Context: an optimization exercise on an open-source flow, tuned for small area, a short achievable clock period and few clock cycles. The choices shown serve that exercise and are no tape-out recipe. Function was not checked in any run shown here: the RTL went through the layout flow alone. Power and IR drop assume default switching activity.

==> design.v <==
module cmri_parser (
    input  wire       clk,
    input  wire       rst,
    input  wire [7:0] node_addr,
    input  wire       in_valid,      
    input  wire [7:0] in_byte,
    input  wire       p_sample,
    input  wire       p_region,
    input  wire [63:0] in_lines,
    output wire       disp_valid,
    output wire       disp_match,
    output wire       error,
    output reg        is_i,
    output reg        is_t,
    output reg        is_p,
    output wire       n_in_payload,
    output wire       n_in_maybe,
    output wire       n_store,
    output wire       n_is_p,
    output reg  [6:0] pay_len,
    input  wire [6:0] rd_addr,
    output wire [7:0] rd_data,
    output wire [63:0] first8,       
    output wire [63:0] first8_hi,    
    input  wire       sel_pick,
    output reg        f_sel,
    output wire       n_f_sel
);
    localparam MAX_LEN = 72;
    localparam ATTN = 8'hFF;
    localparam STX  = 8'h02;
    localparam ETX  = 8'h03;
    localparam DLE  = 8'h10;
    localparam S_START      = 3'd0;
    localparam S_ATTN_NEXT  = 3'd1;
    localparam S_STX_NEXT   = 3'd2;
    localparam S_ADDR_NEXT  = 3'd3;
    localparam S_TYPE_NEXT  = 3'd4;
    localparam S_MAYBE_DATA = 3'd6;
    localparam S_DATA_NEXT  = 3'd7;
    reg [2:0] state;
    reg       is_local;
    reg  [7:0] payload [0:MAX_LEN-1];
    reg [7:0] rd_or;
    integer r;
    always @(*) begin
        rd_or = 8'h00;
        for (r = 0; r < MAX_LEN; r = r + 1)
            rd_or = rd_or | (payload[r] & {8{rd_addr == r}});
    end
    assign rd_data = rd_or;
    genvar g;
    generate
        for (g = 0; g < 8; g = g + 1) begin : g_first8
            assign first8[g*8 +: 8]    = payload[g];
            assign first8_hi[g*8 +: 8] = payload[32 + g];
        end
    endgenerate
    assign disp_valid = in_valid & do_dispatch;
    assign disp_match = is_local;
    assign error      = in_valid & do_error;
    reg       do_append;
    reg       do_dispatch;
    reg       do_error;
    reg [2:0] next_state;
    always @(*) begin
        do_append   = 1'b0;
        do_dispatch = 1'b0;
        do_error    = 1'b0;
        next_state  = state;
        case (state)
            S_START:
                if (in_byte == ATTN) next_state = S_ATTN_NEXT;
                else                 do_error   = 1'b1;
            S_ATTN_NEXT:
                if (in_byte == ATTN) next_state = S_STX_NEXT;
                else                 do_error   = 1'b1;
            S_STX_NEXT:
                if (in_byte == STX)  next_state = S_ADDR_NEXT;
                else                 do_error   = 1'b1;
            S_ADDR_NEXT:
                next_state = S_TYPE_NEXT;
            S_TYPE_NEXT:
                next_state = S_MAYBE_DATA;
            S_MAYBE_DATA:
                if (in_byte == ETX || in_byte == ATTN) begin
                    do_dispatch = 1'b1;
                    next_state  = S_START;
                end else if (in_byte == DLE) begin
                    next_state = S_DATA_NEXT;
                end else begin
                    do_append  = 1'b1;
                    next_state = S_MAYBE_DATA;
                end
            S_DATA_NEXT: begin
                do_append  = 1'b1;
                next_state = S_MAYBE_DATA;
            end
            default:
                do_error = 1'b1;
        endcase
        if (do_append && pay_len == MAX_LEN) begin
            do_append = 1'b0;
            do_error  = 1'b1;
        end
        if (do_error)
            next_state = S_START;
    end
    wire [2:0] n_state = in_valid ? next_state : state;
    wire       take_type = in_valid && (state == S_TYPE_NEXT);
    wire       t_i = is_local && (in_byte == 8'h49);
    wire       t_t = is_local && (in_byte == 8'h54);
    wire       t_p = is_local && (in_byte == 8'h50);
    assign n_in_payload = (n_state[2:1] == 2'b11);
    assign n_in_maybe   = (n_state == S_MAYBE_DATA);
    assign n_store      = take_type ? (t_i || t_t) : (is_i || is_t);
    assign n_is_p       = take_type ? t_p : is_p;
    assign n_f_sel      = take_type ? sel_pick : f_sel;
    wire [6:0] wr_addr  = {pay_len[6], pay_len[5] ^ (f_sel & ~pay_len[6]), pay_len[4:0]};
    always @(posedge clk) begin
        if (rst) begin
            state    <= S_START;
            is_local <= 1'b0;
            is_i     <= 1'b0;
            is_t     <= 1'b0;
            is_p     <= 1'b0;
            f_sel    <= 1'b0;
            pay_len  <= 7'd0;
        end else begin
            state <= n_state;
            if (in_valid) begin
                if ((state == S_START && in_byte == ATTN) || do_error)
                    pay_len <= 7'd0;
                if (state == S_ADDR_NEXT) is_local <= (in_byte == node_addr);
                if (do_append) pay_len <= pay_len + 7'd1;
            end
            if (take_type) begin
                f_sel <= sel_pick;
                is_i <= t_i;
                is_t <= t_t;
                is_p <= t_p;
            end
        end
    end
    integer w;
    always @(posedge clk) begin
        if (in_valid && do_append && (is_i || is_t))
            payload[wr_addr] <= in_byte;
        if (p_sample && !p_region)
            for (w = 0; w < 8; w = w + 1)
                payload[64 + w] <= in_lines[w*8 +: 8];
        if (p_sample && p_region)
            for (w = 0; w < 8; w = w + 1)
                payload[56 + w] <= in_lines[w*8 +: 8];
    end
endmodule
module cmri_dispatch (
    input  wire        clk,
    input  wire        rst,
    input  wire [7:0]  node_addr,
    input  wire        disp_valid,    
    input  wire        is_i,
    input  wire        is_t,
    input  wire        is_p,
    input  wire        n_in_payload,
    input  wire        n_in_maybe,
    input  wire        n_store,
    input  wire        n_is_p,
    input  wire [6:0]  pay_len,
    output wire [6:0]  rd_addr,
    output wire        p_sample,      
    output wire        p_region,
    input  wire [63:0] first8_hi,
    output wire        sel_pick,      
    input  wire        f_sel,         
    input  wire        n_f_sel,
    input  wire [7:0]  rd_data,
    input  wire [63:0] first8,
    output reg         rx_ready,
    output reg         ev_valid,
    input  wire        ev_ready,
    output reg  [2:0]  ev_kind,
    output reg  [7:0]  ev_data,
    output reg         ev_bit,
    output wire [63:0] out_lines
);
    localparam EV_TX_BYTE   = 3'd0;
    localparam EV_OUT_LINE  = 3'd1;
    localparam EV_OUT_BULK  = 3'd2;
    localparam EV_INIT_BYTE = 3'd3;
    localparam EV_INIT_END  = 3'd4;
    localparam J_NONE = 2'd0;
    localparam J_I    = 2'd1;
    localparam J_T    = 2'd2;
    localparam J_P    = 2'd3;
    localparam T_START = 2'd0;
    localparam T_EMIT  = 2'd1;
    localparam T_BULK  = 2'd2;
    localparam T_END   = 2'd3;
    localparam P_HDR   = 2'd0;
    localparam P_DATA  = 2'd1;
    localparam P_ETX   = 2'd2;
    reg [1:0]  a_kind;
    reg [6:0]  a_len;
    reg        a_reg;       
    reg [1:0]  b_kind;
    reg [6:0]  b_len;
    reg        b_reg;
    reg [1:0]  c_kind;
    reg [6:0]  c_len;
    reg        c_reg;
    reg [1:0]  ph;
    reg [6:0]  idx;         
    reg [3:0]  hcnt;        
    reg        esc_sent;
    reg [7:0]  pbyte;       
    reg        pesc;        
    reg [2:0]  kb;          
    reg [7:0]  tm;          
    reg [7:0]  nbyte;       
    reg [63:0] obank;
    reg [7:0]  a_th;        
    assign out_lines = obank;
    reg        a_flip;      
    assign rd_addr   = {idx[6], idx[5] ^ (a_flip & ~idx[6]), idx[4:0]};
    wire [1:0] new_kind = is_i ? J_I : is_t ? J_T : is_p ? J_P : J_NONE;
    wire       new_job  = disp_valid && (is_i || is_t || is_p);
    wire [63:0] newpat;
    genvar g, l;
    generate
        for (g = 0; g < 8; g = g + 1) begin : g_pat
            assign newpat[g*8 +: 8] = !a_th[g] ? 8'h00 :
                                      a_reg ? first8_hi[g*8 +: 8] : first8[g*8 +: 8];
        end
    endgenerate
    wire [63:0] tdiff     = newpat ^ obank;
    wire [7:0] bnz;
    generate
        for (g = 0; g < 8; g = g + 1) begin : g_bnz
            assign bnz[g] = |tdiff[g*8 +: 8];
        end
    endgenerate
    wire       bnz_any = |bnz;
    reg  [2:0] kb_next;
    integer k;
    always @(*) begin
        kb_next = 3'd0;
        for (k = 7; k >= 0; k = k - 1)
            if (bnz[k]) kb_next = k;
    end
    wire [7:0] tm_next = tdiff[kb_next*8 +: 8];
    wire [7:0] nb_next = newpat[kb_next*8 +: 8];
    reg  [2:0] jb;
    always @(*) begin
        jb = 3'd0;
        for (k = 7; k >= 0; k = k - 1)
            if (tm[k]) jb = k;
    end
    wire [7:0] tm_rest = tm & (tm - 8'd1);       
    wire       tm_last = ~|tm_rest;
    wire       t_pick  = (ph == T_START) || (ph == T_EMIT && tm_last);
    reg  [7:0] hdr_byte;
    always @(*) begin
        case (hcnt[2:0])
            3'd0:    hdr_byte = 8'hFF;
            3'd1:    hdr_byte = 8'hFF;
            3'd2:    hdr_byte = 8'h02;
            3'd3:    hdr_byte = node_addr;
            default: hdr_byte = 8'h52;      
        endcase
    end
    wire       nxt_zero = (ph == P_DATA) && (hcnt == 4'd7);
    wire [7:0] nxt_byte = nxt_zero ? 8'h00 : rd_data;
    wire       nxt_esc  = (nxt_byte == 8'h02) || (nxt_byte == 8'h03) ||
                          (nxt_byte == 8'h10);
    wire       send_dle = pesc && !esc_sent;
    reg       e_valid;
    reg [2:0] e_kind;
    reg [7:0] e_data;
    reg       e_bit;
    reg       e_last;
    always @(*) begin
        e_valid = 1'b0;
        e_kind  = EV_TX_BYTE;
        e_data  = 8'h00;
        e_bit   = 1'b0;
        e_last  = 1'b0;
        case (a_kind)
            J_I: begin
                e_valid = 1'b1;
                if (idx == a_len) begin
                    e_kind = EV_INIT_END;
                    e_data = {1'b0, a_len};
                    e_last = 1'b1;
                end else begin
                    e_kind = EV_INIT_BYTE;
                    e_data = rd_data;
                end
            end
            J_T:
                case (ph)
                    T_START: ;
                    T_EMIT: begin
                        e_valid = 1'b1;
                        e_kind  = EV_OUT_LINE;
                        e_data  = {2'b00, kb, jb};
                        e_bit   = nbyte[jb];
                    end
                    T_BULK: begin
                        e_valid = 1'b1;
                        e_kind  = EV_OUT_BULK;
                        e_data  = 8'd64;
                        e_last  = 1'b1;
                    end
                    default: e_last = 1'b1;
                endcase
            J_P: begin
                e_valid = 1'b1;
                case (ph)
                    P_HDR:   e_data = hdr_byte;
                    P_DATA:  e_data = send_dle ? 8'h10 : pbyte;
                    default: begin
                        e_data = 8'h03;
                        e_last = 1'b1;
                    end
                endcase
            end
            default: ;
        endcase
    end
    wire can_push = !ev_valid || ev_ready;
    wire step     = can_push && (a_kind != J_NONE);
    wire a_free   = (a_kind == J_NONE) || (step && e_last);
    wire b_full   = (b_kind != J_NONE);
    wire c_full   = (c_kind != J_NONE);
    wire p_to_etx = (ph == P_DATA) && (hcnt == 4'd8) && !send_dle;
    wire a_p_busy = (a_kind == J_P) && (ph != P_ETX);
    wire a_hold = (a_kind == J_I) || (a_kind == J_T);
    wire b_hold = (b_kind == J_I) || (b_kind == J_T);
    wire c_hold = (c_kind == J_I) || (c_kind == J_T);
    wire a_wide = (a_kind == J_I) && (a_len > 7'd32);
    wire b_wide = (b_kind == J_I) && (b_len > 7'd32);
    wire c_wide = (c_kind == J_I) && (c_len > 7'd32);
    wire occ0 = (a_hold && (!a_reg || a_wide)) || (b_hold && (!b_reg || b_wide)) ||
                (c_hold && (!c_reg || c_wide));
    assign sel_pick = occ0;
    wire used0 = (a_p_busy && !a_reg) || (b_kind == J_P && !b_reg) ||
                 (c_kind == J_P && !c_reg);
    wire used1 = (a_p_busy &&  a_reg) || (b_kind == J_P &&  b_reg) ||
                 (c_kind == J_P &&  c_reg);
    wire r0_blk = (a_kind == J_I && a_len > 7'd64) || (b_kind == J_I && b_len > 7'd64) ||
                  (c_kind == J_I && c_len > 7'd64);
    wire r1_blk = (a_kind == J_I && (a_reg ? a_len > 7'd24 : a_len > 7'd56)) ||
                  (b_kind == J_I && (b_reg ? b_len > 7'd24 : b_len > 7'd56)) ||
                  (c_kind == J_I && (c_reg ? c_len > 7'd24 : c_len > 7'd56));
    wire r0_free = !used0 && !r0_blk;
    assign p_region = !r0_free;
    wire new_reg = is_p ? p_region : f_sel;
    wire [1:0] new_k = new_job ? new_kind : J_NONE;
    reg  [1:0] n_a_kind, n_b_kind, n_c_kind;
    reg  [6:0] n_a_len,  n_b_len,  n_c_len;
    reg        n_a_reg,  n_b_reg,  n_c_reg;
    always @(*) begin
        n_a_kind = a_kind; n_a_len = a_len; n_a_reg = a_reg;
        n_b_kind = b_kind; n_b_len = b_len; n_b_reg = b_reg;
        n_c_kind = c_kind; n_c_len = c_len; n_c_reg = c_reg;
        if (a_free) begin
            if (b_full) begin
                n_a_kind = b_kind; n_a_len = b_len; n_a_reg = b_reg;
                if (c_full) begin
                    n_b_kind = c_kind; n_b_len = c_len; n_b_reg = c_reg;
                    n_c_kind = new_k;  n_c_len = pay_len; n_c_reg = new_reg;
                end else begin
                    n_b_kind = new_k;  n_b_len = pay_len; n_b_reg = new_reg;
                    n_c_kind = J_NONE;
                end
            end else begin
                n_a_kind = new_k;  n_a_len = pay_len; n_a_reg = new_reg;
                n_b_kind = J_NONE;
                n_c_kind = J_NONE;
            end
        end else if (new_job) begin
            if (!b_full) begin
                n_b_kind = new_kind; n_b_len = pay_len; n_b_reg = new_reg;
            end else begin
                n_c_kind = new_kind; n_c_len = pay_len; n_c_reg = new_reg;
            end
        end
    end
    wire s_free = (a_kind == J_NONE) || e_last;    
    wire       s_a_hold  = s_free ? b_hold : a_hold;
    wire       s_a_wide  = s_free ? b_wide : a_wide;
    wire       s_a_reg   = s_free ? b_reg  : a_reg;
    wire [1:0] s_a_kind  = s_free ? b_kind : a_kind;
    wire [6:0] s_a_len   = s_free ? b_len  : a_len;
    wire       s_a_pbusy = s_free ? (b_kind == J_P) : (a_p_busy && !p_to_etx);
    wire       s_b_hold  = s_free ? c_hold : b_hold;
    wire       s_b_wide  = s_free ? c_wide : b_wide;
    wire       s_b_reg   = s_free ? c_reg  : b_reg;
    wire [1:0] s_b_kind  = s_free ? c_kind : b_kind;
    wire [6:0] s_b_len   = s_free ? c_len  : b_len;
    wire       s_c_hold  = !s_free && c_hold;
    wire [1:0] s_c_kind  = s_free ? J_NONE : c_kind;
    wire h0_it0, h0_it1, h0_p, h1_it0, h1_it1, h1_p;
    cmri_hold u_hold0 (
        .a_hold (a_hold),   .a_wide (a_wide),   .a_reg (a_reg),   .a_kind (a_kind),
        .a_len  (a_len),    .a_pbusy (a_p_busy),
        .b_hold (b_hold),   .b_wide (b_wide),   .b_reg (b_reg),   .b_kind (b_kind),
        .b_len  (b_len),
        .c_hold (c_hold),   .c_wide (c_wide),   .c_reg (c_reg),   .c_kind (c_kind),
        .c_len  (c_len),
        .pay_len (pay_len),
        .hold_it0 (h0_it0), .hold_it1 (h0_it1), .hold_p (h0_p)
    );
    cmri_hold u_hold1 (
        .a_hold (s_a_hold), .a_wide (s_a_wide), .a_reg (s_a_reg), .a_kind (s_a_kind),
        .a_len  (s_a_len),  .a_pbusy (s_a_pbusy),
        .b_hold (s_b_hold), .b_wide (s_b_wide), .b_reg (s_b_reg), .b_kind (s_b_kind),
        .b_len  (s_b_len),
        .c_hold (s_c_hold), .c_wide (c_wide),   .c_reg (c_reg),   .c_kind (s_c_kind),
        .c_len  (c_len),
        .pay_len (pay_len),
        .hold_it0 (h1_it0), .hold_it1 (h1_it1), .hold_p (h1_p)
    );
    wire n_hold_it = n_in_payload && n_store &&
                     (can_push ? (n_f_sel ? h1_it1 : h1_it0) : (n_f_sel ? h0_it1 : h0_it0));
    wire n_hold_p  = n_in_maybe && n_is_p && (can_push ? h1_p : h0_p);
    assign p_sample = disp_valid && is_p;
    always @(posedge clk) begin
        if (rst) begin
            ev_valid <= 1'b0;
            ev_kind  <= EV_TX_BYTE;
            ev_data  <= 8'h00;
            ev_bit   <= 1'b0;
        end else if (can_push) begin
            ev_valid <= e_valid;
            ev_kind  <= e_kind;
            ev_data  <= e_data;
            ev_bit   <= e_bit;
        end
    end
    always @(posedge clk) begin
        if (rst)
            rx_ready <= 1'b1;
        else
            rx_ready <= !(n_hold_it || n_hold_p);
    end
    always @(posedge clk) begin
        if (rst) begin
            a_kind   <= J_NONE;
            a_len    <= 7'd0;
            a_reg    <= 1'b0;
            b_kind   <= J_NONE;
            b_len    <= 7'd0;
            b_reg    <= 1'b0;
            c_kind   <= J_NONE;
            c_len    <= 7'd0;
            c_reg    <= 1'b0;
            ph       <= 2'd0;
            idx      <= 7'd0;
            hcnt     <= 4'd0;
            esc_sent <= 1'b0;
            obank    <= 64'd0;
        end else begin
            a_kind <= n_a_kind;
            b_kind <= n_b_kind;
            c_kind <= n_c_kind;
            a_len  <= n_a_len;
            b_len  <= n_b_len;
            c_len  <= n_c_len;
            a_reg  <= n_a_reg;
            b_reg  <= n_b_reg;
            c_reg  <= n_c_reg;
            if (a_free) begin
                a_flip   <= (n_a_kind == J_I) && n_a_reg;
                a_th     <= {n_a_len > 7'd7, n_a_len > 7'd6, n_a_len > 7'd5, n_a_len > 7'd4,
                             n_a_len > 7'd3, n_a_len > 7'd2, n_a_len > 7'd1, n_a_len > 7'd0};
                ph       <= 2'd0;
                idx      <= (n_a_kind != J_P) ? 7'd0 : n_a_reg ? 7'd56 : 7'd64;
                hcnt     <= 4'd0;
                esc_sent <= 1'b0;
            end else if (step) begin
                case (a_kind)
                    J_I: idx <= idx + 7'd1;
                    J_T: begin
                        case (ph)
                            T_START: ph <= bnz_any ? T_EMIT : T_END;
                            T_EMIT:  if (tm_last && !bnz_any) ph <= T_BULK;
                            default: ;
                        endcase
                        if (t_pick && bnz_any)
                            obank[kb_next*8 +: 8] <= nb_next;
                    end
                    J_P:
                        case (ph)
                            P_HDR: begin
                                if (hcnt == 4'd4) begin
                                    ph   <= P_DATA;
                                    hcnt <= 4'd0;
                                    idx  <= idx + 7'd1;
                                end else begin
                                    hcnt <= hcnt + 4'd1;
                                end
                            end
                            P_DATA:
                                if (send_dle) begin
                                    esc_sent <= 1'b1;
                                end else begin
                                    esc_sent <= 1'b0;
                                    if (hcnt == 4'd8)
                                        ph <= P_ETX;
                                    hcnt <= hcnt + 4'd1;
                                    idx  <= idx + 7'd1;
                                end
                            default: ;
                        endcase
                    default: ;
                endcase
            end
        end
    end
    always @(posedge clk) begin
        if (step && a_kind == J_T) begin
            if (t_pick) begin
                kb    <= kb_next;
                tm    <= tm_next;
                nbyte <= nb_next;
            end else
                tm    <= tm_rest;
        end
        if (step && a_kind == J_P &&
            ((ph == P_HDR && hcnt == 4'd4) || (ph == P_DATA && !send_dle))) begin
            pbyte <= nxt_byte;
            pesc  <= nxt_esc;
        end
    end
endmodule
module cmri_hold (
    input  wire       a_hold,
    input  wire       a_wide,
    input  wire       a_reg,
    input  wire [1:0] a_kind,
    input  wire [6:0] a_len,
    input  wire       a_pbusy,
    input  wire       b_hold,
    input  wire       b_wide,
    input  wire       b_reg,
    input  wire [1:0] b_kind,
    input  wire [6:0] b_len,
    input  wire       c_hold,
    input  wire       c_wide,
    input  wire       c_reg,
    input  wire [1:0] c_kind,
    input  wire [6:0] c_len,
    input  wire [6:0] pay_len,
    output wire       hold_it0,
    output wire       hold_it1,
    output wire       hold_p
);
    localparam J_NONE = 2'd0;
    localparam J_I    = 2'd1;
    localparam J_P    = 2'd3;
    wire occ0 = (a_hold && (!a_reg || a_wide)) || (b_hold && (!b_reg || b_wide)) ||
                (c_hold && (!c_reg || c_wide));
    wire occ1 = (a_hold && ( a_reg || a_wide)) || (b_hold && ( b_reg || b_wide)) ||
                (c_hold && ( c_reg || c_wide));
    wire b_p = (b_kind == J_P);
    wire c_p = (c_kind == J_P);
    wire used0 = (a_pbusy && !a_reg) || (b_p && !b_reg) || (c_p && !c_reg);
    wire used1 = (a_pbusy &&  a_reg) || (b_p &&  b_reg) || (c_p &&  c_reg);
    wire r0_blk = (a_kind == J_I && a_len > 7'd64) || (b_kind == J_I && b_len > 7'd64) ||
                  (c_kind == J_I && c_len > 7'd64);
    wire r1_blk = (a_kind == J_I && (a_reg ? a_len > 7'd24 : a_len > 7'd56)) ||
                  (b_kind == J_I && (b_reg ? b_len > 7'd24 : b_len > 7'd56)) ||
                  (c_kind == J_I && (c_reg ? c_len > 7'd24 : c_len > 7'd56));
    wire c_full = (c_kind != J_NONE);
    wire w_low  = (pay_len <= 7'd31);
    wire w_high = (pay_len >= 7'd31) && (pay_len <= 7'd63);
    wire w_r0   = (pay_len >= 7'd63);
    wire w_r1_0 = (pay_len >= 7'd55) && (pay_len <= 7'd63);
    wire w_r1_1 = (pay_len >= 7'd23) && (pay_len <= 7'd31);
    wire w_any  = c_full || (w_r0 && (used0 || r0_blk));
    assign hold_it0 = w_any || (w_low && occ0) || (w_high && occ1) || (w_r1_0 && used1);
    assign hold_it1 = w_any || (w_low && occ1) || (w_high && occ0) || (w_r1_1 && used1);
    assign hold_p   = c_full || ((used0 || r0_blk) && (used1 || r1_blk));
endmodule
module cmri_counters (
    input  wire        clk,
    input  wire        rst,
    input  wire        inc_byte,
    input  wire        inc_seen,
    input  wire        inc_proc,
    input  wire        inc_error,
    output reg  [15:0] cnt_bytes,
    output reg  [15:0] cnt_frames_seen,
    output reg  [15:0] cnt_frames_proc,
    output reg  [15:0] cnt_errors
);
    always @(posedge clk) begin
        if (rst) begin
            cnt_bytes       <= 16'd0;
            cnt_frames_seen <= 16'd0;
            cnt_frames_proc <= 16'd0;
            cnt_errors      <= 16'd0;
        end else begin
            if (inc_byte)  cnt_bytes       <= cnt_bytes + 16'd1;
            if (inc_seen)  cnt_frames_seen <= cnt_frames_seen + 16'd1;
            if (inc_proc)  cnt_frames_proc <= cnt_frames_proc + 16'd1;
            if (inc_error) cnt_errors      <= cnt_errors + 16'd1;
        end
    end
endmodule
module cmri_core (
    input  wire        clk,
    input  wire        rst,
    input  wire [6:0]  local_id,
    input  wire        rx_valid,
    input  wire [7:0]  rx_data,
    output wire        rx_ready,
    input  wire [63:0] in_lines,
    output wire        ev_valid,
    input  wire        ev_ready,
    output wire [2:0]  ev_kind,
    output wire [7:0]  ev_data,
    output wire        ev_bit,
    output wire [63:0] out_lines,
    output wire [15:0] cnt_bytes,
    output wire [15:0] cnt_frames_seen,
    output wire [15:0] cnt_frames_proc,
    output wire [15:0] cnt_errors
);
    wire       disp_valid;
    wire       disp_match;
    wire       parse_error;
    wire       is_i;
    wire       is_t;
    wire       is_p;
    wire       n_in_payload;
    wire       n_in_maybe;
    wire       n_store;
    wire       n_is_p;
    wire [6:0] pay_len;
    wire [7:0] pay_rd_data;
    wire [6:0] pay_rd_addr;
    wire [63:0] first8;
    wire [63:0] first8_hi;
    wire       sel_pick;
    wire       f_sel;
    wire       n_f_sel;
    wire       byte_taken;
    wire       p_sample;
    wire       p_region;
    reg  [7:0] node_addr;
    always @(posedge clk)
        node_addr <= {1'b0, local_id} + 8'd65;
    assign byte_taken = rx_valid & rx_ready;
    cmri_parser u_parser (
        .clk          (clk),
        .rst          (rst),
        .node_addr    (node_addr),
        .in_valid     (byte_taken),
        .in_byte      (rx_data),
        .p_sample     (p_sample),
        .p_region     (p_region),
        .in_lines     (in_lines),
        .disp_valid   (disp_valid),
        .disp_match   (disp_match),
        .error        (parse_error),
        .is_i         (is_i),
        .is_t         (is_t),
        .is_p         (is_p),
        .n_in_payload (n_in_payload),
        .n_in_maybe   (n_in_maybe),
        .n_store      (n_store),
        .n_is_p       (n_is_p),
        .pay_len      (pay_len),
        .rd_addr      (pay_rd_addr),
        .rd_data      (pay_rd_data),
        .first8       (first8),
        .first8_hi    (first8_hi),
        .sel_pick     (sel_pick),
        .f_sel        (f_sel),
        .n_f_sel      (n_f_sel)
    );
    cmri_dispatch u_dispatch (
        .clk          (clk),
        .rst          (rst),
        .node_addr    (node_addr),
        .disp_valid   (disp_valid & disp_match),
        .is_i         (is_i),
        .is_t         (is_t),
        .is_p         (is_p),
        .n_in_payload (n_in_payload),
        .n_in_maybe   (n_in_maybe),
        .n_store      (n_store),
        .n_is_p       (n_is_p),
        .pay_len      (pay_len),
        .rd_addr      (pay_rd_addr),
        .p_sample     (p_sample),
        .p_region     (p_region),
        .rd_data      (pay_rd_data),
        .first8       (first8),
        .first8_hi    (first8_hi),
        .sel_pick     (sel_pick),
        .f_sel        (f_sel),
        .n_f_sel      (n_f_sel),
        .rx_ready     (rx_ready),
        .ev_valid     (ev_valid),
        .ev_ready     (ev_ready),
        .ev_kind      (ev_kind),
        .ev_data      (ev_data),
        .ev_bit       (ev_bit),
        .out_lines    (out_lines)
    );
    cmri_counters u_counters (
        .clk        (clk),
        .rst        (rst),
        .inc_byte   (byte_taken),
        .inc_seen   (disp_valid),
        .inc_proc   (disp_valid & disp_match),
        .inc_error  (parse_error),
        .cnt_bytes       (cnt_bytes),
        .cnt_frames_seen (cnt_frames_seen),
        .cnt_frames_proc (cnt_frames_proc),
        .cnt_errors      (cnt_errors)
    );
endmodule
==> flow/run.sh <==
#!/bin/bash
# The standard layout, with plain buffers on the ports instead of the
# default delay-cell choice.
set -euo pipefail
bash standard.sh finish 'BUFFER_PORTS_ARGS=-buffer_cell sky130_fd_sc_hd__buf_2' > make_finish.log 2>&1
==> standard.sh <==
#!/bin/bash
# synth_recipe.tcl (not shown) runs the flow's synth.tcl, then flattens the netlist and writes it again
# the make line also repeats each setting of config.mk as NAME=value (left out here)
make -C /OpenROAD-flow-scripts/flow DESIGN_CONFIG=/design/flow/config.mk WORK_HOME=/design/flow/orfs CLKGATE_MAP_FILE= SYNTH_SCRIPT=/design/flow/synth_recipe.tcl "${@:-finish}"
==> config.mk <==
export PLATFORM = sky130hd
export DESIGN_NAME = cmri_core
export DESIGN_NICKNAME = cmri_core
export VERILOG_FILES = /design/flow/design.v
export SDC_FILE = /design/flow/constraint.sdc
export NUM_CORES = 4
export LEC_CHECK = 0
export CAP_MARGIN = 20
export CORE_MARGIN = 2
export CORE_UTILIZATION = 40
export SETUP_SLACK_MARGIN = 4.5
export SLEW_MARGIN = 20
==> constraint.sdc <==
create_clock -name core_clock -period 8.0 [get_ports {clk}]
set_input_delay 1.6000 -clock core_clock [delete_from_list [all_inputs] [get_ports {clk}]]
set_output_delay 1.6000 -clock core_clock [all_outputs]
set_load 0.01 [all_outputs]
==> impl_metrics.csv, run 1 <==
group,metric,value,unit
critical_path,path_cells,"buf_12 -> buf_12 -> buf_6 -> mux2_4 -> nor3b_1 -> nor4b_2 -> nand4_1 -> buf_4 -> nor3_4 -> nand3b_1 -> buf_4 -> buf_4 -> ha_4 -> ha_4 -> nor3_4 -> buf_6 -> buf_6 -> nand2_4 -> nor2_4 -> a22o_1",
die,start_util,40.4,%
worst_hold_path,holdPathStages,2,
timing,fin_setup_tns,0,ps
yosys,syn-num-nets,3493,
critical_path,r2r_end,"u_dispatch.obank[62]$_SDFFE_PP0P_",
yosys,synthSimpleGateAreaFrac,15.4,%
yosys,synth_ff_type,"edfxtp_1",
clock_tree,cts.sinks,822,
timing,fin_skew,32.0,ps
yosys,synthCells,3372,
critical_path,critPathMaxStageDelay,350,ps
clock_tree,clock_path_buffers,3,
global_routing,grt_start_max_net_pins,76,
drt,avgRoutedWirePerCell,31.7,um
critical_path,r2r_cells,20,
drt,num_vias,33094,
yosys,synth_area,38500,um2
timing,tightestPinTransition,1080,ps
power,power_density,179,nW/um2
timing,hold_viol,0,
power,max-vdd-ir-drop,0.163,mV
drt,ant_nets,0,
critical_path,path_buf_inv,8,
yosys,syn_avg_cell_area,11.4,um2
yosys,synth_edf_count,613,
yosys,synth_xor_area_share,2.11,%
yosys,synth_mux_area_share,4.59,%
die,dieArea,98800,um2
placement,io_buffer_count,224,
critical_path,endpoint_kind,"register",
critical_path,cp_slowest_cell,"dfxtp_4",
clock_tree,clock_latency,680,ps
cells_and_area,syn2layout_area_growth,29.9,%
critical_path,crit_type,"reg2reg",
outcome,status,"finished clean",
timing,fmax,247,MHz
cells_and_area,reg_top3,"u_parser.payload: 576 flops, u_dispatch.obank: 64 flops",
cells_and_area,drive_above_1_share,29.4,%
critical_path,r2r_slack,3950,ps
clock_tree,cts.clk_slew.worst_paths,60,ps
power,leakage,17.6,nW
clock_tree,numCtsBuffers,90,
cells_and_area,top_register,"u_parser.payload",
critical_path,r2r_start,"u_dispatch.a_reg$_SDFF_PP0_",
placement,routabilityCongestion,0.988,
cells_and_area,largest_reg_flops,576,
yosys,ys_ff_latch,822,
yosys,synth_async_sr_flop_share,0,%
critical_path,start_kind,"register",
critical_path,critPathArrivalTime,4670,ps
timing,relSlewSlack,27.8,%
timing,period_share,50.6,%
cells_and_area,final_core_util,52.5,%
worst_hold_path,min_to,"u_dispatch.ev_data[0]$_SDFFE_PP0N_",
timing,slew_viol_final,0,
cells_and_area,nNetsFinal,3932,
global_routing,grt_use_total,31.9,%
worst_hold_path,holdCritStartpoint,"u_dispatch.ev_data[0]$_SDFFE_PP0N_",
die,die_y,314,um
timing,setup_viol,0,
global_routing,overflow,0,
yosys,yosys_warnings,4,
clock_tree,hold_buffers,0,
timing,min_period,4050,ps
placement,dp_hpwl,108,mm
global_routing,grt_pass1_vias,30627,
run,max-cap-violations,0,
timing,holdWs,454,ps
die,coreArea,95300,um2
die,rows,113,
yosys,synth_compound_area_share,15.2,%
global_routing,antenna_found_initial,1,
yosys,ys_seq_area_share,58.6,%
drt,vias_per_cell,6.42,
drt,drc,0,
critical_path,crit_required,8620,ps
yosys,synth_fa_ha_area_share,1.29,%
critical_path,cpLargestDelayFamily,"simple AND/OR/NAND/NOR gates",
drt,wirelength,163,mm
timing,rsz0062_at_grt,"true",
worst_hold_path,hp-class,"reg2reg",
drt,dr.pass1.iters,8,
critical_path,cp_max_fo,8,
die,die_x,314,um
drt,first_iter_violations,5019,
global_routing,grt_first_pass_wirelength,227,mm
yosys,synth_cell_type_count,96,
clock_tree,tritoncts,"done",
die,io_pins,225,
clock_tree,clockRootBuffer,"clkbuf_16",
clock_tree,cts.htree.levels,3,
yosys,synth_top_family_by_area,"simple AND/OR/NAND/NOR gates",
report_power, final:
part	switching, mW	internal, mW
combinational	0.151	0.0583
clock	1.77	2.40
sequential	0.0101	4.57
total	1.93	7.04
layout make-up:
cell class	instances	area (um2)
Clock inverter	49	453
Tap cell	1265	1580
Clock buffer	118	2470
Inverter	44	198
Timing Repair Buffer	546	5280
Sequential cell	822	22600
Timing Repair inverter	2	31.3
Antenna cell	2	5.00
Multi-Input combinational cell	2305	17400
Fill cell	8139	45300
worst register-to-register path: cells and delay by family (launching register included):
kind                       cells  cell delay [ps]
adders and majority gates      2              380
AOI/OAI and AO/OA              1              180
and+or+nand+nor                8             1530
muxes                          1              320
DFF                            1              350
buffers and inverters          8             1250
layout by cell type (no fill, tap or decap), types with 24 or more instances in the layout:
| master | synthesis | routed |
|---|---|---|
| a21boi_0 | 44 | 37 |
| a21oi_1 | 112 | 105 |
| a222oi_1 | 31 | 31 |
| a22o_1 | 111 | 111 |
| a22oi_1 | 126 | 118 |
| a31oi_1 | 36 | 27 |
| a32oi_1 | 29 | 26 |
| and3_1 | 44 | 31 |
| buf_12 | 2 | 91 |
| buf_2 | 5 | 216 |
| buf_4 | 2 | 175 |
| buf_6 | 8 | 42 |
| clkbuf_16 | 0 | 96 |
| dfxtp_1 | 209 | 201 |
| edfxtp_1 | 613 | 613 |
| ha_1 | 38 | 26 |
| inv_1 | 42 | 39 |
| mux2_2 | 57 | 46 |
| mux2i_1 | 36 | 30 |
| nand2_1 | 509 | 472 |
| nand3_1 | 85 | 74 |
| nand3b_1 | 25 | 25 |
| nand4_1 | 50 | 50 |
| nor2_1 | 275 | 211 |
| nor2_4 | 1 | 62 |
| nor3b_1 | 36 | 24 |
| o21ai_0 | 106 | 75 |
| xor2_1 | 75 | 72 |
cell usage after synthesis (all sizes together) (45+ instances only):
library cell	count	area share, %
mux2	70	2.1
nand3	85	1.1
and3	45	0.74
edfxtp	613	48
nand4	50	0.81
a22oi	126	2.5
xor2	75	1.7
a22o	111	2.5
clkbuf	175	1.7
o21ai	109	1.4
dfxtp	209	11
nand2	509	5.0
a21oi	118	1.7
nor2	276	2.7
logic make-up (layout without fill, tap and decap cells):
family | count (synthesis) | count (layout)
compound gates | 795 | 797
xor+xnor | 93 | 93
fa+ha+maj | 40 | 40
buf+inv | 249 | 759
flops | 822 | 822
mux | 132 | 132
other cells | 0 | 2
simple gates | 1241 | 1243
through the flow:
stage                     setup slack (ps)  std cells  cell area (um2)  total power [mW]
after floorplan                       4010       3372            39900              4.74
after global placement                2860       4716            42000              4.86
after detailed placement              2780       4716            42000              4.86
after CTS                             4080       5081            48600              8.98
after global routing                  3830       5151            50000              9.16
final                                 3950       5153            50000              8.97
timing repair:
item	CTS	global route
setup endpoints to repair	864	767
gates resized for setup	290	148
cloned	17	3
buffers inserted	181	67
pin swaps	188	110
worst max-delay path by stage:
stage,slack (ps),depth (start not counted),to,startpoint
global placement,2860,9,u_parser.payload[20][3]$_DFFE_PP_,rx_data[5]
floorplan,4010,9,u_parser.payload[59][0]$_DFFE_PP_,rx_data[2]
finish,3950,20,u_dispatch.obank[62]$_SDFFE_PP0P_,u_dispatch.a_reg$_SDFF_PP0_
detailed placement,2780,9,u_parser.payload[20][3]$_DFFE_PP_,rx_data[5]
global route,3830,18,u_dispatch.obank[62]$_SDFFE_PP0P_,u_dispatch.a_reg$_SDFF_PP0_
CTS,4080,17,u_dispatch.obank[48]$_SDFFE_PP0P_,u_dispatch.a_reg$_SDFF_PP0_
metal layers:
metal  global-route usage (%)  up-vias  wire, um
li1                         -    13754         -
met3                     9.03      548     21400
met2                     47.7     2615     70000
met5                        0        -         9
met1                     41.7    16175     60600
met4                     18.2        2     11200
==> inputs of run 2 (changes only) <==
==> run.sh (new file) <==
#!/bin/bash
# synth_recipe.tcl (not shown) runs the flow's synth.tcl, then flattens the netlist and writes it again
# the make line also repeats each setting of config.mk as NAME=value (left out here)
make -C /OpenROAD-flow-scripts/flow DESIGN_CONFIG=/design/flow/config.mk WORK_HOME=/design/flow/orfs CLKGATE_MAP_FILE= SYNTH_SCRIPT=/design/flow/synth_recipe.tcl finish
removed: flow/run.sh
removed: standard.sh
==> run 2 against run 1 <==
Compared with the run above: still clean; non-clock buffer count rose by 6; register-to-register slack gained 110 ps; first-iteration DRC count is 3.0% higher; area after synthesis stayed put; wire length down 0.61%; sequential share of layout area decreased by 0.95 points; clock power is 8.1% higher; critical path depth shrank 6; sequential cell count did not move; critical path type unchanged; highest routed layer unchanged.
==> impl_metrics.csv, run 2 <==
group,metric,value,unit
drt,drc,0,
yosys,synth_async_sr_flop_share,0,%
placement,routabilityCongestion,0.991,
drt,avgRoutedWirePerCell,31.5,um
clock_tree,cts.clk_slew.worst_paths,60,ps
timing,setup_viol,0,
yosys,syn-num-nets,3493,
timing,relSlewSlack,30.5,%
run,max-cap-violations,0,
timing,fmax,254,MHz
yosys,syn_avg_cell_area,11.4,um2
timing,finalWorstSetupSlack,4060,ps
timing,rsz0062_at_grt,"true",
global_routing,antenna_found_initial,3,
placement,dp_hpwl,107,mm
cells_and_area,reg_top3,"u_parser.payload: 576 flops, u_dispatch.obank: 64 flops",
yosys,synth_fa_ha_area_share,1.29,%
yosys,synthCells,3372,
critical_path,critPathArrivalTime,4550,ps
die,io_pins,225,
worst_hold_path,hp-class,"reg2reg",
critical_path,r2r_start,"u_dispatch.a_th[6]$_DFFE_PP_",
drt,dr.pass1.iters,8,
cells_and_area,largest_reg_flops,576,
timing,fin_setup_tns,0,ps
critical_path,start_kind,"register",
clock_tree,numCtsBuffers,87,
clock_tree,cts.htree.levels,3,
power,leakage,17.4,nW
timing,period_share,49.3,%
cells_and_area,fillCellCount,8040,
placement,dp_cells,4724,
yosys,synth_xor_area_share,2.11,%
timing,fin_skew,35.4,ps
cells_and_area,stdcell_count,5147,
cells_and_area,nNetsFinal,3931,
worst_hold_path,holdCritStartpoint,"u_dispatch.ev_data[5]$_SDFFE_PP0N_",
yosys,synth_top_area_share,47.8,%
drt,wirelength,162,mm
global_routing,overflow,0,
yosys,yosysTopAreaCell,"edfxtp_1",
drt,num_vias,32640,
clock_tree,clockRootBuffer,"clkbuf_16",
yosys,synth_cell_type_count,96,
placement,io_buffer_count,224,
timing,holdWs,457,ps
yosys,synthSimpleGateAreaFrac,15.4,%
timing,tightestPinTransition,1020,ps
timing,slew_viol_final,0,
die,dieArea,98800,um2
cells_and_area,drive_above_1_share,24.0,%
cells_and_area,final_cell_mix,"edfxtp_1, nand2_1, clkdlybuf4s50_1",
yosys,ys_ff_latch,822,
outcome,status,"finished clean",
die,die_x,314,um
die,coreArea,95300,um2
power,power_density,183,nW/um2
die,rows,113,
clock_tree,clock_latency,680,ps
yosys,yosys-top-cells-count,"edfxtp_1, nand2_1, nor2_1",
cells_and_area,syn2layout_area_growth,32.6,%
critical_path,cp_max_fo,12,
yosys,synth_compound_area_share,15.2,%
placement,place_area,43100,um2
cells_and_area,layout_commonest_cell,"edfxtp_1",
critical_path,endpoint_kind,"register",
yosys,ys_seq_area_share,58.6,%
yosys,ys_top_cells_by_area,"edfxtp_1, dfxtp_1, nand2_1",
clock_tree,clock_path_buffers,3,
global_routing,grt_use_total,31.6,%
yosys,post-synth-top-count-cell,"edfxtp_1",
yosys,synth_edf_count,613,
global_routing,grt_first_pass_wirelength,225,mm
cells_and_area,top_register,"u_parser.payload",
yosys,yosys_warnings,4,
yosys,synth_top_family_by_area,"simple AND/OR/NAND/NOR gates",
global_routing,grt_start_max_net_pins,79,
global_routing,grt_pass1_vias,30304,
power,max-vdd-ir-drop,0.163,mV
yosys,synth_area,38500,um2
timing,hold_viol,0,
drt,ant_nets,0,
yosys,synth_ff_type,"edfxtp_1",
die,die_y,314,um
cells_and_area,final_area,51100,um2
die,start_util,40.4,%
clock_tree,tritoncts,"done",
clock_tree,cts.sinks,822,
critical_path,r2r_slack,4060,ps
critical_path,crit_type,"reg2reg",
drt,first_iter_violations,5168,
critical_path,crit_required,8610,ps
timing,min_period,3940,ps
cells_and_area,diodes,0,
drt,vias_per_cell,6.34,
yosys,synth_mux_area_share,4.59,%
placement,place_ws,2300,ps
critical_path,startpoint,"u_dispatch.a_th[6]$_DFFE_PP_",
## run 2: through the flow
step | total power [mW] | util (%)
2_1_floorplan | 4.74 | -
3_3_place_gp | 4.88 | 45.2
3_5_place_dp | 4.88 | 45.2
4_1_cts | 9.33 | 52.1
5_1_grt | 9.52 | 53.6
6_report | 9.33 | 53.6
## run 2: final timing paths
kind              cells past startpoint                                  to
hold / removal                        2  u_dispatch.ev_data[5]$_SDFFE_PP0N_
setup / recovery                     14   u_dispatch.obank[23]$_SDFFE_PP0P_
setup reg to reg                     14   u_dispatch.obank[23]$_SDFFE_PP0P_
hold reg to reg                       2  u_dispatch.ev_data[5]$_SDFFE_PP0N_
## run 2: cell families (layout without fill, tap and decap cells)
kind of cell | after synthesis | after routing
AND/OR/NAND/NOR | 1241 | 1243
XOR/XNOR | 93 | 93
flip-flops | 822 | 822
multiplexers | 132 | 132
buffers and inverters | 249 | 757
adder cells (fa/ha/maj) | 40 | 40
AO/OA/AOI/OAI | 795 | 795
## run 2: layout make-up
class	count	area (um2)	share of cell area [%]
repair buffers	552	6360	12.4
inverters	44	195	0.382
flip-flops and latches	822	22600	44.2
clock buffers	109	2420	4.73
multi-input cells	2303	17200	33.6
clock inverters	52	742	1.45
well taps	1265	1580	3.10
## run 2: what timing repair did
action                     in CTS  in global routing
buffers inserted              177                 70
gates cloned                   10                  5
gates resized for setup       278                154
pin swaps                     168                121
setup endpoints to repair     856                708
hold buffers                    0                  0
## run 2: report_power, final
part	internal, mW	leakage (nW)	switching, mW	total [mW]
registers	4.57	7.23	0.00999	4.58
logic	0.0826	8.68	0.152	0.235
clock network	2.70	1.54	1.81	4.52
## run 2: critical path: stages (launching register included)
cell,delay [ps]
edfxtp_1,690
inv_1,230
nor3b_1,490
nor4b_2,130
and2_1,180
a311o_1,360
a21o_4,260
ha_4,170
ha_4,160
ha_4,240
nor3_4,210
buf_6,140
nand3_4,100
nor3_4,330
a22o_1,180
## run 2: per-layer routing
layer  wire, um  vias to the layer above  global-route usage (%)
li1           -                    13757                       -
met1      61200                    15972                    41.9
met2      70100                     2423                    47.0
met3      20900                      486                    8.77
met4       9970                        2                    16.9
met5          8                        -                       0
==> inputs of run 3 (changes only) <==
--- a/design.v
+++ b/design.v
@@ -144,6 +144,14 @@
     end
+    reg       w_go;
+    reg [6:0] w_addr;
+    reg [7:0] w_byte;
+    always @(posedge clk) begin
+        w_go   <= in_valid && do_append && (is_i || is_t);
+        w_addr <= wr_addr;
+        w_byte <= in_byte;
+    end
     integer w;
     always @(posedge clk) begin
-        if (in_valid && do_append && (is_i || is_t))
-            payload[wr_addr] <= in_byte;
+        if (w_go)
+            payload[w_addr] <= w_byte;
         if (p_sample && !p_region)
==> flow/run.sh (new file) <==
#!/bin/bash
# The standard layout, with plain buffers on the ports instead of the
# default delay-cell choice.
set -euo pipefail
bash standard.sh finish 'BUFFER_PORTS_ARGS=-buffer_cell sky130_fd_sc_hd__buf_2' > make_finish.log 2>&1
==> standard.sh (new file) <==
#!/bin/bash
# synth_recipe.tcl (not shown) runs the flow's synth.tcl, then flattens the netlist and writes it again
# the make line also repeats each setting of config.mk as NAME=value (left out here)
make -C /OpenROAD-flow-scripts/flow DESIGN_CONFIG=/design/flow/config.mk WORK_HOME=/design/flow/orfs CLKGATE_MAP_FILE= SYNTH_SCRIPT=/design/flow/synth_recipe.tcl "${@:-finish}"
removed: run.sh
==> run 3 against run 2 <==
Compared with the run above: clock skew rose by 3.4 ps; sequential share of layout area rose by 2.1 points; clock power fell by 9.3%; sequential cell count rose by 16; register-to-register slack improved by 140 ps; still clean on timing, DRC and antenna; critical path depth rose by 2; worst setup slack improved by 140 ps; critical path type unchanged; area after synthesis rose by 2.0%; sequential power rose by 2%; first-iteration DRC count rose by 12%; die area rose by 2.0%; count of clock-buffer cells in the layout rose by 17.
==> impl_metrics.csv, run 3 <==
group,metric,value,unit
outcome,status,"finished clean",
global_routing,antenna_found_initial,4,
yosys,yosysTopAreaCell,"edfxtp_1",
cells_and_area,nNetsFinal,3906,
timing,rsz0062_at_grt,"true",
worst_hold_path,holdPathStages,2,
yosys,synth_xor_area_share,1.72,%
critical_path,critPathArrivalTime,4420,ps
yosys,synth_mux_area_share,3.87,%
drt,drc,0,
drt,first_iter_violations,5788,
yosys,syn-num-nets,3555,
drt,avgRoutedWirePerCell,33.0,um
critical_path,cp_max_fo,8,
cells_and_area,final_core_util,51.0,%
yosys,synth_ff_type,"edfxtp_1",
worst_hold_path,hp-class,"reg2reg",
clock_tree,clockRootBuffer,"clkbuf_16",
clock_tree,numCtsBuffers,90,
drt,ant_nets,0,
drt,num_vias,33907,
die,dieArea,101000,um2
die,start_util,40.5,%
timing,hold_viol,0,
yosys,synth_cell_type_count,94,
clock_tree,clock_latency,700,ps
yosys,synth_top_family_by_area,"compound AO/OA/AOI/OAI gates",
clock_tree,hold_buffers,0,
yosys,ys_ff_latch,838,
cells_and_area,reg_top3,"u_parser.payload: 576 flops, u_dispatch.obank: 64 flops",
cells_and_area,syn2layout_area_growth,25.9,%
global_routing,grt_use_total,32.1,%
power,intPower,7.05,mW
power,power_density,184,nW/um2
worst_hold_path,holdCritStartpoint,"u_dispatch.ev_bit$_SDFFE_PP0N_",
yosys,synth_async_sr_flop_share,0,%
yosys,synth_fa_ha_area_share,1.29,%
clock_tree,cts.sinks,838,
critical_path,crit_type,"reg2reg",
timing,period_share,47.5,%
global_routing,grt_pass1_vias,31134,
critical_path,r2r_cells,16,
power,p_sw_share,22.7,%
timing,tightestPinTransition,1300,ps
drt,wirelength,169,mm
critical_path,r2r_start,"u_dispatch.a_th[5]$_DFFE_PP_",
global_routing,overflow,0,
cells_and_area,fillCellCount,8470,
critical_path,endpoint_kind,"register",
yosys,synth_edf_count,613,
yosys,synth_compound_area_share,18.1,%
yosys,synthSimpleGateAreaFrac,13.8,%
die,io_pins,225,
worst_hold_path,min_to,"u_dispatch.ev_bit$_SDFFE_PP0N_",
placement,io_buffer_count,224,
cells_and_area,multi_input_area,17800,um2
clock_tree,clock_path_buffers,3,
yosys,synth_top_area_share,46.8,%
timing,setup_viol,0,
drt,dr.pass1.iters,8,
yosys,ys_seq_area_share,58.3,%
global_routing,grt_start_max_net_pins,83,
yosys,yosys_warnings,4,
yosys,yosys-top-cells-count,"edfxtp_1, nor2_1, dfxtp_1",
die,coreArea,97000,um2
timing,fin_skew,38.8,ps
critical_path,crit_required,8620,ps
critical_path,r2r_slack,4200,ps
timing,slew_viol_final,0,
die,die_y,317,um
yosys,syn_avg_cell_area,11.4,um2
cells_and_area,largest_reg_flops,576,
yosys,post-synth-top-count-cell,"edfxtp_1",
power,p_seq_share,51.2,%
cells_and_area,drive_above_1_share,27.3,%
cells_and_area,final_cell_mix,"edfxtp_1, nor2_1, buf_2",
power,p_comb_share,3.8,%
global_routing,grt_first_pass_wirelength,234,mm
clock_tree,cts.htree.levels,3,
placement,routabilityCongestion,1.02,
timing,relSlewSlack,12.6,%
cells_and_area,top_register,"u_parser.payload",
yosys,synth_area,39300,um2
clock_tree,cts.clk_slew.worst_paths,60,ps
timing,min_period,3800,ps
timing,fmax,263,MHz
timing,fin_setup_tns,0,ps
run,max-cap-violations,0,
placement,dp_hpwl,110,mm
die,die_x,317,um
critical_path,r2r_end,"u_dispatch.obank[35]$_SDFFE_PP0P_",
power,leakage,17.7,nW
power,p_sw,2.07,mW
die,rows,114,
critical_path,start_kind,"register",
power,max-vdd-ir-drop,0.132,mV
cells_and_area,regArea,22900,um2
clock_tree,tritoncts,"done",
yosys,synthCells,3434,
yosys,ys_top_cells_by_area,"edfxtp_1, dfxtp_1, nor2_1",
power,clkPwrFrac,45.0,%
drt,vias_per_cell,6.61,
cells_and_area,layout_commonest_cell,"edfxtp_1",
==> run 3: cell count changes in the layout (fill, tap and decap cells not counted), moves of 31 or more <==
cell and change:
o2bb2ai_2 +39, a22o_1 -66, a21o_1 +127, nor2_4 -52, nor2_1 +53, clkdlybuf4s50_1 -215
buf_12 -57, nand2_1 -259, nor3_1 +32, nand3_1 +31, buf_2 +218
==> run 3: stage by stage <==
step	hold WS [ps]	total power, mW	instance area, um2	worst slack, ps	std cells
6_report	488	9.12	49500	4200	5132
4_1_cts	488	9.09	48200	4310	5080
2_1_floorplan	329	4.92	40100	4090	3434
3_5_place_dp	479	5.04	42400	2520	4780
5_1_grt	507	9.29	49400	4090	5130
3_3_place_gp	466	5.04	42400	2610	4780
==> run 3: what timing repair did <==
item                                    in CTS  in global routing
resized for setup                          335                174
gates cloned                                17                  6
buffers inserted                           122                 43
endpoints found under the setup margin     336                296
pin swaps                                  112                104
==> run 3: per-layer routing <==
metal  global-route usage [%]  wire, um
met1                     43.4     64000
met2                     46.8     71300
met3                     8.66     21800
met4                     17.6     11700
met5                        0       245
==> run 3: power groups by stage <==
stage,Sequential (mW),Combinational (mW),Clock (mW)
after global routing,4.67,0.361,4.26
after global placement,4.77,0.276,0
after CTS,4.67,0.317,4.10
final,4.67,0.347,4.10
after detailed placement,4.77,0.276,0
after floorplan,4.78,0.145,0
==> run 3: how the worst max path moves through the flow <==
stage	start	end	slack, ps	cells after the start
2_1_floorplan	rx_data[2]	u_dispatch.idx[3]$_SDFFE_PP0P_	4090	11
3_3_place_gp	u_dispatch.a_reg$_SDFF_PP0_	u_dispatch.obank[33]$_SDFFE_PP0P_	2610	14
3_5_place_dp	u_dispatch.a_reg$_SDFF_PP0_	u_dispatch.obank[38]$_SDFFE_PP0P_	2520	14
4_1_cts	u_dispatch.a_reg$_SDFF_PP0_	u_dispatch.obank[41]$_SDFFE_PP0P_	4310	18
5_1_grt	u_dispatch.a_reg$_SDFF_PP0_	u_dispatch.obank[35]$_SDFFE_PP0P_	4090	20
6_report	u_dispatch.a_th[5]$_DFFE_PP_	u_dispatch.obank[35]$_SDFFE_PP0P_	4200	16
==> run 3: cell families after synthesis <==
kind of cell,Yosys count
AOI/OAI and AO/OA,983
xor gates and xnor gates,77
adders and majority gates,41
buffers and inverters,294
DFF,838
muxes,140
and+or+nand+nor,1061
==> run 3: area by class of cell <==
class                   instances  share of cell area (%)
repair inverters                3                  0.0405
inverters                      67                   0.620
repair buffers                480                    8.05
well taps                    1276                    3.23
diodes                          2                  0.0101
clock inverters                35                   0.625
multi-input cells            2305                    35.9
flip-flops and latches        838                    46.4
clock buffers                 126                    5.09
==> run 3: critical path, stage by stage (launching register included) <==
cell and delay, ps:
edfxtp_1 590, clkinvlp_4 310, o21ai_1 280, nand4_1 270
nor4_4 380, buf_4 160, buf_4 100, nand4bb_4 120
nor3b_4 190, buf_12 150, inv_12 90, ha_4 150
buf_4 130, inv_1 50, ha_1 210, a41oi_4 410
o2bb2ai_1 160
==> inputs of run 4 (changes only) <==
==> flow/run.sh (replaced) <==
#!/bin/bash
# The standard layout, with plain buffers on the ports instead of the
# default delay-cell choice, and a clock tree without dummy loads.
set -euo pipefail
bash standard.sh finish 'BUFFER_PORTS_ARGS=-buffer_cell sky130_fd_sc_hd__buf_2' \
  'CTS_ARGS=-sink_clustering_enable -repair_clock_nets -dont_use_dummy_load' > make_finish.log 2>&1
==> run 4 against run 3 <==
Compared with the run above: largest power group unchanged; final cell count is 0.78% lower; worst setup slack worse by 110 ps; largest cell class unchanged; critical path type unchanged; clock power is 12% lower; design area increased by 0.59%; global-route usage up 0.32 points; area after synthesis unchanged; critical path depth is 1 higher; highest routed layer unchanged; worst hold slack got worse by 0.85 ps; combinational power grew 5.8%.
==> impl_metrics.csv, run 4 <==
group,metric,value,unit
power,p_sw_share,21.8,%
die,rows,114,
drt,vias_per_cell,6.69,
critical_path,crit_required,8550,ps
global_routing,grt_start_max_net_pins,83,
yosys,synth_xor_area_share,1.72,%
cells_and_area,final_core_util,51.3,%
critical_path,path_cells,"clkinvlp_2 -> nor3_1 -> nor4_4 -> and4_4 -> buf_4 -> nand4bb_4 -> nor3b_4 -> buf_12 -> inv_6 -> ha_4 -> ha_4 -> nor3_4 -> nand2_2 -> clkinv_4 -> buf_12 -> nand2_8 -> o2bb2ai_1",
yosys,syn_avg_cell_area,11.4,um2
drt,first_iter_violations,5759,
yosys,post-synth-top-count-cell,"edfxtp_1",
critical_path,cp_slowest_cell,"nor3_1",
cells_and_area,nNetsFinal,3936,
yosys,synth_compound_area_share,18.1,%
run,max-cap-violations,0,
critical_path,critPathArrivalTime,4460,ps
yosys,yosysTopAreaCell,"edfxtp_1",
placement,place_ws,2520,ps
die,dieArea,101000,um2
yosys,synthCells,3434,
power,intPower,6.75,mW
timing,fin_skew,70.0,ps
cells_and_area,fillCellCount,8399,
cells_and_area,syn2layout_area_growth,26.6,%
power,p_seq_share,54.1,%
drt,avgRoutedWirePerCell,33.7,um
timing,setup_viol,0,
timing,holdWs,487,ps
global_routing,grt_first_pass_wirelength,236,mm
timing,tightestPinTransition,1230,ps
yosys,synth_area,39300,um2
clock_tree,cts.htree.levels,3,
yosys,synth_ff_type,"edfxtp_1",
yosys,ys_ff_latch,838,
drt,dr.pass1.iters,8,
cells_and_area,multi_input_area,18200,um2
clock_tree,cts.sinks,838,
drt,wirelength,172,mm
global_routing,grt_pass1_vias,31185,
yosys,synthSimpleGateAreaFrac,13.8,%
critical_path,cp_max_fo,12,
timing,slew_viol_final,0,
placement,io_buffer_count,224,
power,p_sw,1.88,mW
critical_path,cpLargestDelayFamily,"simple AND/OR/NAND/NOR gates",
drt,ant_nets,0,
yosys,syn-num-nets,3555,
yosys,yosys_warnings,4,
timing,fmax,256,MHz
placement,routabilityCongestion,1.02,
yosys,synth_top_family_by_area,"compound AO/OA/AOI/OAI gates",
cells_and_area,top_register,"u_parser.payload",
critical_path,critPathMaxStageDelay,630,ps
yosys,synth_edf_count,613,
yosys,synth_cell_type_count,94,
critical_path,start_kind,"register",
timing,min_period,3900,ps
die,start_util,40.5,%
clock_tree,clockRootBuffer,"clkbuf_16",
timing,relSlewSlack,17.6,%
timing,finalWorstSetupSlack,4100,ps
drt,num_vias,34086,
timing,fin_setup_tns,0,ps
power,p_comb_share,4.3,%
yosys,synth_top_area_share,46.8,%
cells_and_area,stdcell_count,5092,
yosys,synth_async_sr_flop_share,0,%
cells_and_area,largest_reg_flops,576,
yosys,synth_fa_ha_area_share,1.29,%
placement,dp_hpwl,110,mm
cells_and_area,reg_top3,"u_parser.payload: 576 flops, u_dispatch.obank: 64 flops",
global_routing,antenna_found_initial,6,
critical_path,crit_type,"reg2reg",
power,power_density,174,nW/um2
outcome,status,"finished clean",
clock_tree,clock_latency,690,ps
yosys,ys_top_cells_by_area,"edfxtp_1, dfxtp_1, nor2_1",
timing,hold_viol,0,
die,coreArea,97000,um2
cells_and_area,regArea,22900,um2
clock_tree,numCtsBuffers,90,
placement,dp_cells,4780,
cells_and_area,layout_commonest_cell,"edfxtp_1",
cells_and_area,drive_above_1_share,28.7,%
global_routing,grt_use_total,32.4,%
clock_tree,clock_path_buffers,3,
clock_tree,tritoncts,"done",
die,die_y,317,um
yosys,ys_seq_area_share,58.3,%
cells_and_area,final_cell_mix,"edfxtp_1, nor2_1, buf_2",
clock_tree,cts.clk_slew.worst_paths,60,ps
worst_hold_path,hp-class,"reg2reg",
die,io_pins,225,
die,die_x,317,um
yosys,yosys-top-cells-count,"edfxtp_1, nor2_1, dfxtp_1",
timing,rsz0062_at_grt,"true",
timing,period_share,48.8,%
power,leakage,17.7,nW
drt,drc,0,
power,max-vdd-ir-drop,0.173,mV
global_routing,overflow,0,
critical_path,endpoint_kind,"register",
yosys,synth_mux_area_share,3.87,%
power,clkPwrFrac,41.6,%
critical_path,path_buf_inv,6,
## run 4: cell counts after synthesis
Identical to the previous run, type by type.
## run 4: worst paths after layout
check                                                             to  cells after the start  slack (ps)                                 start
worst max-delay path               u_dispatch.obank[53]$_SDFFE_PP0P_                     17        4100          u_dispatch.a_th[4]$_DFFE_PP_
worst min-delay path            u_counters.cnt_bytes[1]$_SDFFE_PP0P_                      2         490  u_counters.cnt_bytes[1]$_SDFFE_PP0P_
worst max register to register     u_dispatch.obank[53]$_SDFFE_PP0P_                     17        4100          u_dispatch.a_th[4]$_DFFE_PP_
worst min register to register  u_counters.cnt_bytes[1]$_SDFFE_PP0P_                      2         490  u_counters.cnt_bytes[1]$_SDFFE_PP0P_
## run 4: repair_timing
action | CTS | global route
cloned | 22 | 5
setup endpoints to repair | 337 | 190
setup buffers | 136 | 55
resized for setup | 379 | 211
hold buffers | 0 | 0
pin swaps | 131 | 103
## run 4: kinds of logic (layout without fill, tap and decap cells)
family | after synthesis | count (layout)
buffers and inverters | 294 | 669
multiplexers | 140 | 140
XOR/XNOR | 77 | 77
flip-flops | 838 | 838
other | 0 | 3
AND/OR/NAND/NOR | 1061 | 1064
AO/OA/AOI/OAI | 983 | 984
adder cells (fa/ha/maj) | 41 | 41
## run 4: final cells by class
type,count,share of cell area (%)
antenna,3,0.0151
clock buffer,90,4.53
inverter,67,0.586
multi-input combinational,2306,36.7
sequential,838,46.1
tap,1276,3.21
timing repair buffer,510,8.86
timing repair inverter,2,0.0252
## run 4: metrics by stage
stage	cell area (um2)	total power, mW
after detailed placement	42400	5.04
after CTS	48100	8.59
final	49700	8.63
after global routing	49700	8.79
after global placement	42400	5.04
after floorplan	40100	4.92
## run 4: worst register-to-register path: stages (launching register included)
cell and delay [ps]:
edfxtp_1 480, clkinvlp_2 520, nor3_1 630, nor4_4 90, and4_4 200, buf_4 130
nand4bb_4 110, nor3b_4 250, buf_12 170, inv_6 70, ha_4 180, ha_4 220
nor3_4 180, nand2_2 110, clkinv_4 130, buf_12 120, nand2_8 80, o2bb2ai_1 150
## run 4: power groups by stage
stage	registers (mW)	clock network [mW]	logic (mW)
finish	4.67	3.59	0.367
global route	4.67	3.74	0.380
CTS	4.67	3.59	0.324
detailed placement	4.77	0	0.276
global placement	4.77	0	0.276
floorplan	4.78	0	0.145
## run 4: metal layers
metal  part of all wire (%)  vias to the layer above  track usage [%]
met4                    7.3                        4             18.4
met5                  0.023                        -            0.236
met1                     38                    16691             43.5
met2                     42                     2708             47.1
met3                     13                      664             9.25
li1                       -                    14019                -

## what the ideal ports hide
How much do the figures lean on ideal ports? The routed layouts below were timed once more, with nothing changed but the port constraints. Step 1: set_driving_cell puts a clkbuf_16 on clk and a buf_2 on each other input, an assumption about the parent block. Step 2 also shifts input and output timing later by t, the mid clock arrival at the registers, as if the neighbouring blocks saw the same clock. Slacks: ideal ports / drivers / drivers and shift; pairs: ideal ports / drivers.
run | t (ns) | slack for setup (ns) | worst data-port slew with drivers (ns)
run 1 | 0.739 | 3.953 / 3.953 / 3.733 | 0.09
run 2 | 0.738 | 4.060 / 4.060 / 3.583 | 0.08
run 3 | 0.750 | 4.203 / 4.203 / 3.709 | 0.06
run 4 | 0.725 | 4.095 / 4.095 / 3.667 | 0.07
After both steps every run listed still meets setup and hold. The setup slack of run 3, which loses most, moves by 0.000 ns with the drivers and by -0.494 ns with both steps.
